Source: an optimization exercise on an open RTL-to-GDS flow (aim: a short achievable clock period and few clock cycles). Production flows keep margins and buffers that such runs may drop. Function was checked by simulation only, so behaviour that the tests miss may differ from the original. Power figures rest on the tool's default switching activity, not on a simulated workload.

$ cat design/flow/run.sh
#!/bin/bash
# synth_recipe.tcl (not shown) runs the flow's synth.tcl, then flattens the netlist and writes it again
# the make line also repeats each setting of config.mk as NAME=value (left out here)
make -C /OpenROAD-flow-scripts/flow DESIGN_CONFIG=/design/flow/config.mk WORK_HOME=/design/flow/orfs CLKGATE_MAP_FILE= SYNTH_SCRIPT=/design/flow/synth_recipe.tcl finish
$ cat design/flow/config.mk
export PLATFORM = sky130hd
export DESIGN_NAME = dlt645_rx
export DESIGN_NICKNAME = dlt645_rx
export VERILOG_FILES = /design/flow/design.v
export SDC_FILE = /design/flow/constraint.sdc
export NUM_CORES = 4
export LEC_CHECK = 0
export CAP_MARGIN = 20
export CORE_MARGIN = 2
export CORE_UTILIZATION = 40
export SLEW_MARGIN = 20
$ cat design/flow/constraint.sdc
create_clock -name core_clock -period 4.0 [get_ports {clk}]
set_input_delay 0.8000 -clock core_clock [delete_from_list [all_inputs] [get_ports {clk}]]
set_output_delay 0.8000 -clock core_clock [all_outputs]
set_load 0.01 [all_outputs]
$ cat design/flow/design.v
module dlt645_rx (
    input  wire        clk,
    input  wire        rst,           
    input  wire        strict,        
    input  wire        in_valid,
    output wire        in_ready,
    input  wire [31:0] in_data,
    input  wire [2:0]  in_nbytes,     
    output reg         out_valid,
    input  wire        out_ready,
    output reg         out_is_result,
    output reg  [31:0] out_data,
    output reg  [2:0]  out_nbytes,
    output reg         out_ok,
    output reg  [2:0]  out_cause,
    output reg  [15:0] out_count,
    output reg  [15:0] out_pre,
    output reg  [47:0] out_addr,
    output reg  [7:0]  out_ctrl,
    output reg  [7:0]  out_len,
    output reg  [7:0]  out_cs,
    output reg  [7:0]  out_end
);
    localparam [7:0] PRE_BYTE   = 8'hFE;
    localparam [7:0] START_BYTE = 8'h68;
    localparam [7:0] END_BYTE   = 8'h16;
    localparam [2:0] C_NONE         = 3'd0;
    localparam [2:0] C_WRONG_START1 = 3'd1;
    localparam [2:0] C_WRONG_START2 = 3'd2;
    localparam [2:0] C_BAD_CHECKSUM = 3'd4;
    localparam [2:0] C_WRONG_END    = 3'd5;
    localparam [2:0] S_PRE  = 3'd0;
    localparam [2:0] S_ADDR = 3'd1;
    localparam [2:0] S_S2   = 3'd2;
    localparam [2:0] S_CTRL = 3'd3;
    localparam [2:0] S_LEN  = 3'd4;
    localparam [2:0] S_DATA = 3'd5;
    localparam [2:0] S_CS   = 3'd6;
    localparam [2:0] S_END  = 3'd7;
    reg        buf_full;
    reg [31:0] buf_data;
    reg [2:0]  buf_cnt;
    reg [1:0]  buf_idx;
    wire out_free = !out_valid || out_ready;
    wire       step     = buf_full && out_free;
    wire [7:0] cur_byte = buf_data[8*buf_idx +: 8];
    wire       buf_last = ({1'b0, buf_idx} + 3'd1 == buf_cnt);
    assign in_ready = !buf_full || (step && buf_last);
    always @(posedge clk) begin
        if (rst) begin
            buf_full <= 1'b0;
            buf_idx  <= 2'd0;
        end else if (in_valid && in_ready) begin
            buf_full <= 1'b1;
            buf_data <= in_data;
            buf_cnt  <= in_nbytes;
            buf_idx  <= 2'd0;
        end else if (step) begin
            if (buf_last)
                buf_full <= 1'b0;
            buf_idx <= buf_idx + 2'd1;
        end
    end
    reg [2:0]  state;
    reg [15:0] pos;        
    reg [15:0] pre_cnt;
    reg [7:0]  sum;
    reg [7:0]  len;
    reg [7:0]  k;          
    reg [47:0] addr;
    reg [7:0]  ctrl;
    reg [7:0]  cs;
    reg [23:0] pack;       
    reg [1:0]  pack_cnt;
    wire [7:0]  sum_next = sum + cur_byte;
    wire [15:0] pos_next = pos + 16'd1;
    task restart;
        begin
            state    <= S_PRE;
            pos      <= 16'd0;
            pre_cnt  <= 16'd0;
            sum      <= 8'd0;
            len      <= 8'd0;
            k        <= 8'd0;
            pack_cnt <= 2'd0;
        end
    endtask
    task emit_result(input ok, input [2:0] cause, input [15:0] count);
        begin
            out_valid     <= 1'b1;
            out_is_result <= 1'b1;
            out_ok        <= ok;
            out_cause     <= cause;
            out_count     <= count;
        end
    endtask
    always @(posedge clk) begin
        if (rst) begin
            out_valid <= 1'b0;
            restart;
        end else begin
            if (out_valid && out_ready)
                out_valid <= 1'b0;
            if (step) begin
                pos <= pos_next;
                case (state)
                    S_PRE: begin
                        if (cur_byte == START_BYTE) begin
                            sum     <= START_BYTE;
                            pre_cnt <= pos;
                            k       <= 8'd0;
                            state   <= S_ADDR;
                        end else if (cur_byte != PRE_BYTE) begin
                            emit_result(1'b0, C_WRONG_START1, pos);
                            restart;
                        end
                    end
                    S_ADDR: begin
                        sum <= sum_next;
                        addr[8*k[2:0] +: 8] <= cur_byte;
                        k <= k + 8'd1;
                        if (k == 8'd5)
                            state <= S_S2;
                    end
                    S_S2: begin
                        if (cur_byte != START_BYTE) begin
                            emit_result(1'b0, C_WRONG_START2, pos);
                            restart;
                        end else begin
                            sum   <= sum_next;
                            state <= S_CTRL;
                        end
                    end
                    S_CTRL: begin
                        sum   <= sum_next;
                        ctrl  <= cur_byte;
                        state <= S_LEN;
                    end
                    S_LEN: begin
                        sum   <= sum_next;
                        len   <= cur_byte;
                        k     <= 8'd0;
                        state <= (cur_byte == 8'd0) ? S_CS : S_DATA;
                    end
                    S_DATA: begin
                        sum <= sum_next;
                        k   <= k + 8'd1;
                        if (pack_cnt == 2'd3 || k + 8'd1 == len) begin
                            out_valid     <= 1'b1;
                            out_is_result <= 1'b0;
                            out_data      <= {8'd0, pack};
                            out_data[8*pack_cnt +: 8] <= cur_byte;
                            out_nbytes    <= {1'b0, pack_cnt} + 3'd1;
                            pack_cnt      <= 2'd0;
                        end else begin
                            pack[8*pack_cnt +: 8] <= cur_byte;
                            pack_cnt <= pack_cnt + 2'd1;
                        end
                        if (k + 8'd1 == len)
                            state <= S_CS;
                    end
                    S_CS: begin
                        if (strict && cur_byte != sum) begin
                            emit_result(1'b0, C_BAD_CHECKSUM, pos);
                            restart;
                        end else begin
                            cs    <= cur_byte;
                            state <= S_END;
                        end
                    end
                    S_END: begin
                        if (strict && cur_byte != END_BYTE) begin
                            emit_result(1'b0, C_WRONG_END, pos);
                        end else begin
                            emit_result(1'b1, C_NONE, pos_next);
                            out_pre  <= pre_cnt;
                            out_addr <= addr;
                            out_ctrl <= ctrl;
                            out_len  <= len;
                            out_cs   <= cs;
                            out_end  <= cur_byte;
                        end
                        restart;
                    end
                    default: restart;
                endcase
            end
        end
    end
endmodule
==> flow_metrics.tcl <==
set metrics [dict create \
    area_growth_pct 28.0 \
    p_int_w 0.00591 \
    max_freq_ghz 0.284 \
    outcome "no timing/DRC/antenna violations" \
    p_sw_w 0.00163 \
    yosysWarningCount 1 \
    holdBufCountCts 0 \
    dp_cells 1595 \
    worstPathRequired_ps 4200 \
    crit_type "flop to flop" \
    crit_family "compound AO/OA/AOI/OAI gates" \
    ys_ff_latch 340 \
    register_area_mm2 0.00956 \
    multi_input_area_mm2 0.00362 \
    finalHoldViolCount 0 \
    grt_first_pass_wirelength_um 47100 \
    grt_max_degree 97 \
    drc_errors 0 \
    numCtsBuffers 37 \
    power_w 0.00754 \
    cts-root-buf "clkbuf_16" \
    drt_iter0_drc 652 \
    synth_edf_count 275 \
    viasPerCell 5.13 \
    sw_frac_of_total_pct 21.6 \
    initial_core_util_pct 40.4 \
    netlist_instances 979 \
    slowest_stage "mux4_2" \
    die_area_mm2 0.0351 \
    cts_resized 0 \
    finalInstanceArea_mm2 0.0172 \
    ios 194 \
    drt-pass1-iter-count 5 \
    fin_hold_ws_ps 408 \
    post-route-period-util_pct 88.2 \
    antennaDiodeCount 0 \
    grt_pass1_vias 8338 \
    slew_headroom_pct 28.6 \
    wirelength_um 30100 \
    ys_seq_area_share_pct 71.0 \
    die-width_um 187 \
    seqPwrFrac_pct 51.2 \
    synth-async-reset-ratio_pct 0 \
    vdd_ir_drop_max_mv 0.222 \
    layout_min_cycle_time_ps 3530 \
    cts_setup_buffers 0 \
    power_density_mw_per_mm2 437 \
    drive_gt1_share_pct 8.81 \
    io_buffers 193 \
    post_dp_cell_area_mm2 0.0161 \
    vias 8524 \
    synthDistinctLibCells 60 \
    num-nets-final 1250 \
    synth.avg_cell_area_um2 13.8 \
    pwr-share-comb_pct 5.1 \
    clkPwrFrac_pct 43.7 \
    wire_per_inst_um 18.1 \
    coreArea_mm2 0.0334 \
    drt.antenna.violating_nets 0 \
    clk_pin_slew_ps 60 \
    setup-violations-final 0 \
    htree_levels 2 \
    cp-end-kind "flop" \
    path_buf_inv 1 \
    holdCritPathClass "flop to flop" \
    finalNonFillerCells 1663 \
    final_max_slew_viol_count 0 \
    layout_setup_ws_ps 473 \
    worst_skew_pair.late_latency_ps 530 \
    ctsLongestPathBuffers 3 \
    cts_tree "yes" \
    synthFlopType "edfxtp_1" \
    synth_fp_nets 1042 \
    fin_skew_ps 25.6 \
    dp_slack_ps 465 \
    critPathMaxFanout 19 \
    gp_congestion 0.829 \
    place_hpwl_um 20000 \
    cp-start-kind "flop" \
    crit_path_cell_trace "mux4_2 -> ha_1 -> nor4_1 -> nand4b_1 -> o311a_1 -> o2111a_2 -> nor3b_4 -> buf_4" \
    fillers 2850 \
    p_leak_nw 5.94 \
    row_count 67 \
    rsz0062_at_grt "false" \
    arrival_ps 3720 \
    crit_path_max_incr_delay_ps 570 \
    drv_cap 0 \
    grt-ovfl-total 0 \
    antenna_found_initial 0 \
    grt_usage_pct 17.0 \
    syn_area_mm2 0.0135 \
    die_h_um 187 \
    cts.sinks 340 \
    tightestPinTransition_ps 1070 \
]
[cell usage after synthesis, drive strengths merged, types with 10 or more instances]
library cell,count,area share (%)
buf,14,0.47
clkbuf,39,1.1
a22o,48,3.1
o21ai,35,1.3
dfxtp,65,9.7
o22ai,25,1.2
nor4,10,0.46
nor2,39,1.1
and2,10,0.46
nand3b,21,1.2
nor3,15,0.56
inv,44,1.2
and3,10,0.46
edfxtp,275,61
xnor2,25,1.6
ha,22,2.0
nand2,92,2.6
nand3,38,1.4
a21oi,51,1.9
[flip-flops by register name (all words and copies together) (netlist names), 2 cells and up]
| name | flops |
|---|---|
| out_end | 8 |
| buf_idx | 2 |
| len | 8 |
| ctrl | 8 |
| state | 3 |
| out_addr | 48 |
| out_cs | 8 |
| out_count | 16 |
| pre_cnt | 16 |
| sum | 8 |
| out_data | 32 |
| pack_cnt | 2 |
| out_cause | 3 |
| buf_cnt | 3 |
| buf_data | 32 |
| out_len | 8 |
| k | 8 |
| cs | 8 |
| pack | 24 |
| addr | 48 |
| out_nbytes | 3 |
| pos | 16 |
| out_ctrl | 8 |
| out_pre | 16 |
[layout make-up]
cell class,instances,share of cell area [%]
Tap cell,448,3.25
Clock inverter,26,1.34
Clock buffer,41,5.52
Sequential cell,340,55.5
Inverter,44,0.958
Timing Repair Buffer,222,12.5
Multi-Input combinational cell,542,21.0
[cells in the final DEF (no fill, tap or decap), types with 4 or more instances in the layout]
master           netlist  final
edfxtp_1             275    275
clkdlybuf4s50_1        0    192
nand2_1               92     91
dfxtp_1               65     64
a21oi_1               51     51
a22o_1                48     48
inv_1                 44     44
nor2_1                39     38
nand3_1               38     38
clkbuf_16              0     37
o21ai_0               34     34
buf_4                  0     27
xnor2_1               25     25
o22ai_1               25     25
ha_1                  22     22
nand3b_1              21     21
nor3_1                15     14
clkinv_1               0     11
and3_1                10     10
and2_1                 9      9
xor2_1                 9      9
or3_1                  9      9
mux4_2                 8      8
o31ai_1                7      7
nand2b_1               6      6
nor4_1                10      6
nand4_1                5      5
a31oi_1                5      5
clkinv_2               0      5
a211oi_1               4      4
[metal layers]
metal / GRT usage [%] / vias to the layer above / wire length [um]
met5: 0 / - / 0
met4: 4.78 / 0 / 623
met3: 2.95 / 48 / 1580
met2: 26.6 / 257 / 14000
met1: 24.4 / 4112 / 13900
li1: - / 4107 / -
[through the flow]
step / util, % / TNS (ps)
global route: 51.7 / 0
detailed placement: 48.1 / 0
global placement: 48.1 / 0
CTS: 51.7 / 0
floorplan: - / -155110
finish: 51.7 / 0
[cells by family after synthesis]
logic type / count (synthesis) / synth area share (%)
xor gates and xnor gates: 34 / 2.21
DFF: 340 / 71.0
adders and majority gates: 23 / 2.19
AOI/OAI and AO/OA: 199 / 9.87
and+or+nand+nor: 276 / 10.4
buffers and inverters: 97 / 2.79
muxes: 10 / 1.50
[final timing paths]
kind	start	end	slack (ps)	cells after the start
setup / recovery	buf_idx[0]	out_count[5]	470	8
setup reg to reg	buf_idx[0]	out_count[5]	470	8
hold / removal	cs[6]	out_cs[6]	410	0
hold reg to reg	cs[6]	out_cs[6]	410	0
[power groups by stage]
stage	logic (W)	clock network (W)	registers [W]
floorplan	0.000244	0	0.00393
global placement	0.000379	0	0.00394
detailed placement	0.000383	0	0.00394
CTS	0.000385	0.00338	0.00386
global route	0.000418	0.00351	0.00386
finish	0.000383	0.00329	0.00386
Testbench counts, summed over its fixed seeds: cycles 26,110.

[static timing again, ports no longer ideal]
In the flow no input, the clock included, has a driving cell. The finished layout below was timed again as built, in two steps. Step 1 assumes that a clkbuf_16 drives the clock port and a buf_2 every other input. Step 2 also shifts input and output timing later by t, the mid clock arrival at the registers, as if the neighbouring blocks saw the same clock. Slacks: no drivers / after step 1 / after step 2; pairs: no drivers / after step 1.
t, ns: 0.566
slack for setup (ns): 0.473 / 0.473 / 0.473
worst setup path after step 2: register to register
cell pins on the clock port's net: 1
After both steps setup and hold are still met in this run. For this run, drivers alone change the setup slack by 0.000 ns; drivers and shift together by 0.000 ns.
